Source: an optimization exercise on an open RTL-to-GDS flow (aim: small area, a short achievable clock period and few clock cycles per item). Production flows keep margins and buffers that such runs may drop. The RTL was checked by simulation tests, not by an equivalence proof against the original design. No activity file was given, so power comes from the tool's default toggle rates.

== try-garnet ==
Design bit_encoder, start of the top module:
module bit_encoder (
    input  wire        clk,
    input  wire        rst,         
    input  wire        cmd_valid,
    output wire        cmd_ready,
    input  wire [31:0] cmd_data,
    output wire        out_valid,
    input  wire        out_ready,
    output wire [7:0]  out_data,
    output wire [15:0] status,
    output wire        err
);
    localparam [1:0] CAUSE_BAD_OP    = 2'd1;
    localparam [1:0] CAUSE_RSVD_NZ   = 2'd2;
    localparam [1:0] CAUSE_BAD_WIDTH = 2'd3;
    reg [7:1]  pb;
    reg [2:0]  pn;
    reg        err_q;
    reg [1:0]  ecause;
    reg        trunc;
    reg [7:0]  ob0;
    reg [7:0]  ob1;
    reg        ov;
    reg        ov2;
    wire [7:0] pb8 = {pb, 1'b0};
    wire [1:0]  op    = cmd_data[31:30];
    wire [4:0]  width = cmd_data[20:16];
    wire [15:0] value = cmd_data[15:0];
    wire rsvd_nz   = |cmd_data[29:21];
    wire low_nz    = |cmd_data[20:0];
    wire width_bad = (width == 5'd0) || (width > 5'd16);
    wire is_flush  = (op == 2'b01) && !rsvd_nz && !low_nz;
    wire is_encode = (op == 2'b00) && !rsvd_nz && !width_bad;
    wire [1:0] cause = op[1]                 ? CAUSE_BAD_OP :
                       (op[0] || rsvd_nz)    ? CAUSE_RSVD_NZ :
                                               CAUSE_BAD_WIDTH;
    wire       g0     = pn[0] & width[0];
    wire       p1     = pn[1] ^ width[1];
    wire       c1     = (pn[1] & width[1]) | (p1 & g0);
    wire       p2     = pn[2] ^ width[2];
    wire       c2     = (pn[2] & width[2]) | (p2 & c1);
    wire [2:0] pn_new = {p2 ^ c1, p1 ^ g0, pn[0] ^ width[0]};
  ...
Size in the first run: about 480 cells after synthesis, roughly 32 flip-flops, ~63 I/O pins.
Settings: LEC_CHECK=0, ABC_AREA=1, CAP_MARGIN=20, CORE_MARGIN=2, CORE_UTILIZATION=40, PLACE_DENSITY=0.6, SETUP_SLACK_MARGIN=3.08, SLEW_MARGIN=20; clock period 6.0 ns.
standard.sh (not shown) runs the stock make flow with config.mk's settings and CLKGATE_MAP_FILE= SYNTH_SCRIPT=/design/flow/synth_recipe.tcl, a recipe that flattens the netlist after the stock synthesis.
==> flow/flow/run.sh <==
#!/bin/bash
# Standard ORFS layout (the standard.sh) with these changes:
#  - the port buffers are made from the smallest buffer cell
#    (sky130_fd_sc_hd__buf_1) instead of buffer_ports' default choice;
#    timing repair still resizes them where the paths need it;
#  - synthesis leaves adders as plain gates for abc (ADDER_MAP_FILE empty)
#    rather than extracting them into fa/ha cells;
#  - clock tree synthesis adds no dummy load cells.
# Registers, their names and the synthesis script are otherwise unchanged.
set -uo pipefail
export BUFFER_PORTS_ARGS="-buffer_cell sky130_fd_sc_hd__buf_1"
export CTS_ARGS="-sink_clustering_enable -repair_clock_nets -dont_use_dummy_load -sink_clustering_size 40 -buf_list {sky130_fd_sc_hd__clkbuf_2 sky130_fd_sc_hd__clkbuf_4}"
bash standard.sh ADDER_MAP_FILE= finish > standard_flow.log 2>&1
status=$?
cp -r orfs/logs/sky130hd/bit_encoder/base orfs_logs 2>/dev/null
exit $status
Testbench counts of try-garnet, summed over its fixed seeds: cycles 13,921, items 13,063.
diff inputs: try-garnet => try-quartz
# try-garnet
export LEC_CHECK = 0
export ABC_AREA = 1
export CAP_MARGIN = 20
export CORE_MARGIN = 2
export CORE_UTILIZATION = 40
export PLACE_DENSITY = 0.6
export SETUP_SLACK_MARGIN = 3.08
export SLEW_MARGIN = 20
create_clock -name core_clock -period 6.0 [get_ports {clk}]
# try-quartz
export LEC_CHECK = 0
export ABC_AREA = 1
export CAP_MARGIN = 20
export CORE_MARGIN = 2
export CORE_UTILIZATION = 50
export PLACE_DENSITY = 0.7
export SETUP_SLACK_MARGIN = 3.05
export SLEW_MARGIN = 20
create_clock -name core_clock -period 6.0 [get_ports {clk}]
==> comparison <==
- cmd_ready as the end point of the critical path was reported by try-quartz, and pb[7]$_SDFFE_PP0P_ by try-garnet.
- Between try-garnet and try-quartz, the area growth from synthesis to final layout does not differ in any meaningful way.
- Changes observed in try-quartz relative to try-garnet: internal power component saw little to no change; normalized max-slew margin up 4.7 points; final instance area saw little to no change.
- Of try-garnet and try-quartz, the run reporting the lower worst-case vdd ir drop was try-garnet.
- When try-quartz is measured against try-garnet, its total iterations of the first detailed-routing run turns out 1 higher.
- Clock skew: lower on try-quartz
The following lists how try-maple was set up differently from try-quartz:
# try-quartz
export LEC_CHECK = 0
export ABC_AREA = 1
export CAP_MARGIN = 20
export CORE_MARGIN = 2
export CORE_UTILIZATION = 50
export PLACE_DENSITY = 0.7
export SETUP_SLACK_MARGIN = 3.05
export SLEW_MARGIN = 20
create_clock -name core_clock -period 6.0 [get_ports {clk}]
# try-maple
export LEC_CHECK = 0
export ABC_AREA = 1
export CAP_MARGIN = 20
export CORE_MARGIN = 2
export CORE_UTILIZATION = 40
export PLACE_DENSITY = 0.6
export SETUP_SLACK_MARGIN = 3.05
export SLEW_MARGIN = 20
create_clock -name core_clock -period 6.0 [get_ports {clk}]
--- a/flow/flow/run.sh
+++ b/flow/flow/run.sh
@@ -13 +13 @@
-bash standard.sh ADDER_MAP_FILE= finish > standard_flow.log 2>&1
+bash standard.sh ADDER_MAP_FILE= SKIP_GATE_CLONING=1 finish > standard_flow.log 2>&1
[summary]
Setup slack of the worst register-to-register path ended up 0.03 ns higher on try-maple than on try-quartz.
try-maple gives more sequential share of layout area than try-quartz did.
The standard cells in try-maple occupy less silicon area than those in try-quartz do.
[compare] base=try-quartz new=try-maple: clock network fraction of total power picked up an extra 0.4 points, clock latency at the later pin of the worst-skew pair was more or less identical, number of global-route vias before repair moved up, wire length per cell climbed 0.64 um.
Of try-quartz and try-maple, try-maple shows the higher die area, with try-quartz below it.
Power of try-quartz is on par with try-maple.
try-quartz → try-maple: final critical delay including setup and external delays went up; length of routed met2 wiring rose by about 8%.
Modified inputs, try-zinc compared to try-maple
# try-maple
export LEC_CHECK = 0
export ABC_AREA = 1
export CAP_MARGIN = 20
export CORE_MARGIN = 2
export CORE_UTILIZATION = 40
export PLACE_DENSITY = 0.6
export SETUP_SLACK_MARGIN = 3.05
export SLEW_MARGIN = 20
create_clock -name core_clock -period 6.0 [get_ports {clk}]
# try-zinc
export LEC_CHECK = 0
export ABC_AREA = 1
export CAP_MARGIN = 20
export CORE_MARGIN = 2
export CORE_UTILIZATION = 40
export PLACE_DENSITY = 0.6
export SETUP_SLACK_MARGIN = 3.0
export SLEW_MARGIN = 20
create_clock -name core_clock -period 6.0 [get_ports {clk}]
--- a/flow/flow/run.sh
+++ b/flow/flow/run.sh
@@ -13 +13 @@
-bash standard.sh ADDER_MAP_FILE= SKIP_GATE_CLONING=1 finish > standard_flow.log 2>&1
+bash standard.sh ADDER_MAP_FILE= finish > standard_flow.log 2>&1
--- outcome ---
- On area added between synthesis and finish: between try-zinc and try-maple, it ends up higher for try-maple.
- try-zinc against try-maple: switching power of the nets essentially unchanged; sequential cell count has remained practically unchanged; wire length the detailed router placed on met1 decreased about 1.6%; minimum clock period now larger; fraction of power consumed by the clock network ~0 delta.
- The final-layout worst hold slack on try-maple is in line with that on try-zinc.
- Design area delta (try-maple -> try-zinc): insignificant
- For power density over the cells, try-maple and try-zinc come out practically identical.
- The worst vdd rail ir drop of try-zinc exceeds that of try-maple by 0.45%.
- The clock-buffer cell count was comparable across try-zinc and try-maple.
Setup changes, try-zinc to try-sierra
# try-zinc
export LEC_CHECK = 0
export ABC_AREA = 1
export CAP_MARGIN = 20
export CORE_MARGIN = 2
export CORE_UTILIZATION = 40
export PLACE_DENSITY = 0.6
export SETUP_SLACK_MARGIN = 3.0
export SLEW_MARGIN = 20
create_clock -name core_clock -period 6.0 [get_ports {clk}]
# try-sierra
export LEC_CHECK = 0
export ABC_AREA = 1
export CAP_MARGIN = 20
export CORE_MARGIN = 2
export CORE_UTILIZATION = 40
export PLACE_DENSITY = 0.6
export SETUP_SLACK_MARGIN = 3.05
export SLEW_MARGIN = 20
create_clock -name core_clock -period 6.0 [get_ports {clk}]
--- a/flow/flow/run.sh
+++ b/flow/flow/run.sh
@@ -8 +8,2 @@
-#  - clock tree synthesis adds no dummy load cells.
+#  - clock tree synthesis adds no dummy load cells;
+#  - after global routing, non-critical gates are downsized (RECOVER_POWER).
@@ -13 +14 @@
-bash standard.sh ADDER_MAP_FILE= finish > standard_flow.log 2>&1
+bash standard.sh ADDER_MAP_FILE= RECOVER_POWER=100 finish > standard_flow.log 2>&1
## What came out
Compared with try-zinc, try-sierra shows a higher count of buffering cells on the critical path with inverters included. try-sierra vs. try-zinc: wire length after detailed routing has remained practically unchanged; arrival time of the worst setup path has increased; non-clock buffering overhead in the final layout has remained practically unchanged; internal power summed over all cells has remained practically unchanged.
Relative to try-sierra, the following input files were edited for try-harbor:
--- a/flow/flow/run.sh
+++ b/flow/flow/run.sh
@@ -2,0 +3,6 @@
+#  - synthesis maps the logic with the ABC script flow/abc_area.script
+#    (an area-oriented &nf mapping; needs ABC_AREA 1 in config.mk) in place
+#    of ORFS's abc_area.script: ORFS's scripts are copied to scripts/ and only
+#    that file is replaced;
+#  - synthesis leaves adders as plain gates for abc (ADDER_MAP_FILE empty)
+#    rather than extracting them into fa/ha cells;
@@ -6,5 +12,2 @@
-#  - synthesis leaves adders as plain gates for abc (ADDER_MAP_FILE empty)
-#    rather than extracting them into fa/ha cells;
-#  - clock tree synthesis adds no dummy load cells;
-#  - after global routing, non-critical gates are downsized (RECOVER_POWER).
-# Registers, their names and the synthesis script are otherwise unchanged.
+#  - clock tree synthesis adds no dummy load cells.
+# Registers, their names and the rest of the synthesis script are unchanged.
@@ -11,0 +15,4 @@
+here=$(pwd)
+rm -rf "$here/scripts"
+cp -r "$FLOW_HOME/scripts" "$here/scripts"
+cp "$here/flow/abc_area.script" "$here/scripts/abc_area.script"
@@ -14 +21 @@
-bash standard.sh ADDER_MAP_FILE= RECOVER_POWER=100 finish > standard_flow.log 2>&1
+bash standard.sh ADDER_MAP_FILE= SCRIPTS_DIR="$here/scripts" finish > standard_flow.log 2>&1
@@ -16,0 +24 @@
+rm -rf "$here/scripts"
==> flow/flow/abc_area.script (new file) <==
strash
dch -f
map -D 1600
topo
stime -c
buffer -c
upsize -c -D 1600
dnsize -c -D 1600
[summary]
- Between try-sierra and try-harbor, the effective utilization at floorplan figures differ only marginally.
- Compared with try-sierra, in try-harbor final-layout fill cell count now smaller, mean instance size in the synthesized netlist now larger, wire length of the first global-routing pass now larger, count of clock-net buffers in the final layout comparable.
- Comparing the two runs side by side, try-harbor comes out ahead of try-sierra on minimum clock period.
- Xor and xnor area share after synthesis sits higher in try-harbor than in try-sierra.

## what the ideal ports hide
The flow's constraints put no driver on any port. The routed layouts listed below were extracted and timed again, unchanged, in two steps.
Step 1 (the two cells are an assumption about what drives the block):
set clk [get_ports {clk}]
set_driving_cell -lib_cell sky130_fd_sc_hd__clkbuf_16 $clk
set_driving_cell -lib_cell sky130_fd_sc_hd__buf_2 [delete_from_list [all_inputs] $clk]
Step 2, shift: input delay + t, output delay - t, t = (earliest + latest rising clock arrival at the registers) / 2. This alone moves slack from input paths to output paths.
a / b / c = no drivers / after step 1 / after step 2; a / b = the first two.
| run | shift t [ns] | setup slack, ns | worst hold slack (ns) | slew at the worst register clock pin (ns) | pins driven straight from the clock port |
|---|---|---|---|---|---|
| try-garnet | 0.346 | 3.124 / 3.099 / 2.779 | 0.478 / 0.478 / 0.478 | 0.11 / 0.11 | 1 |
| try-quartz | 0.348 | 3.140 / 3.119 / 2.834 | 0.472 / 0.472 / 0.472 | 0.11 / 0.11 | 1 |
| try-maple | 0.350 | 3.114 / 3.089 / 2.853 | 0.478 / 0.478 / 0.478 | 0.10 / 0.10 | 1 |
| try-zinc | 0.348 | 3.051 / 3.028 / 2.837 | 0.476 / 0.476 / 0.476 | 0.11 / 0.11 | 1 |
| try-sierra | 0.346 | 1.824 / 1.829 / 1.483 | 0.477 / 0.477 / 0.477 | 0.10 / 0.10 | 1 |
| try-harbor | 0.349 | 3.002 / 2.992 / 2.643 | 0.453 / 0.453 / 0.453 | 0.10 / 0.10 | 1 |
After both steps setup and hold are still met in every run listed. The setup slack of try-harbor, which loses most, moves by -0.010 ns with the drivers and by -0.359 ns with both steps.
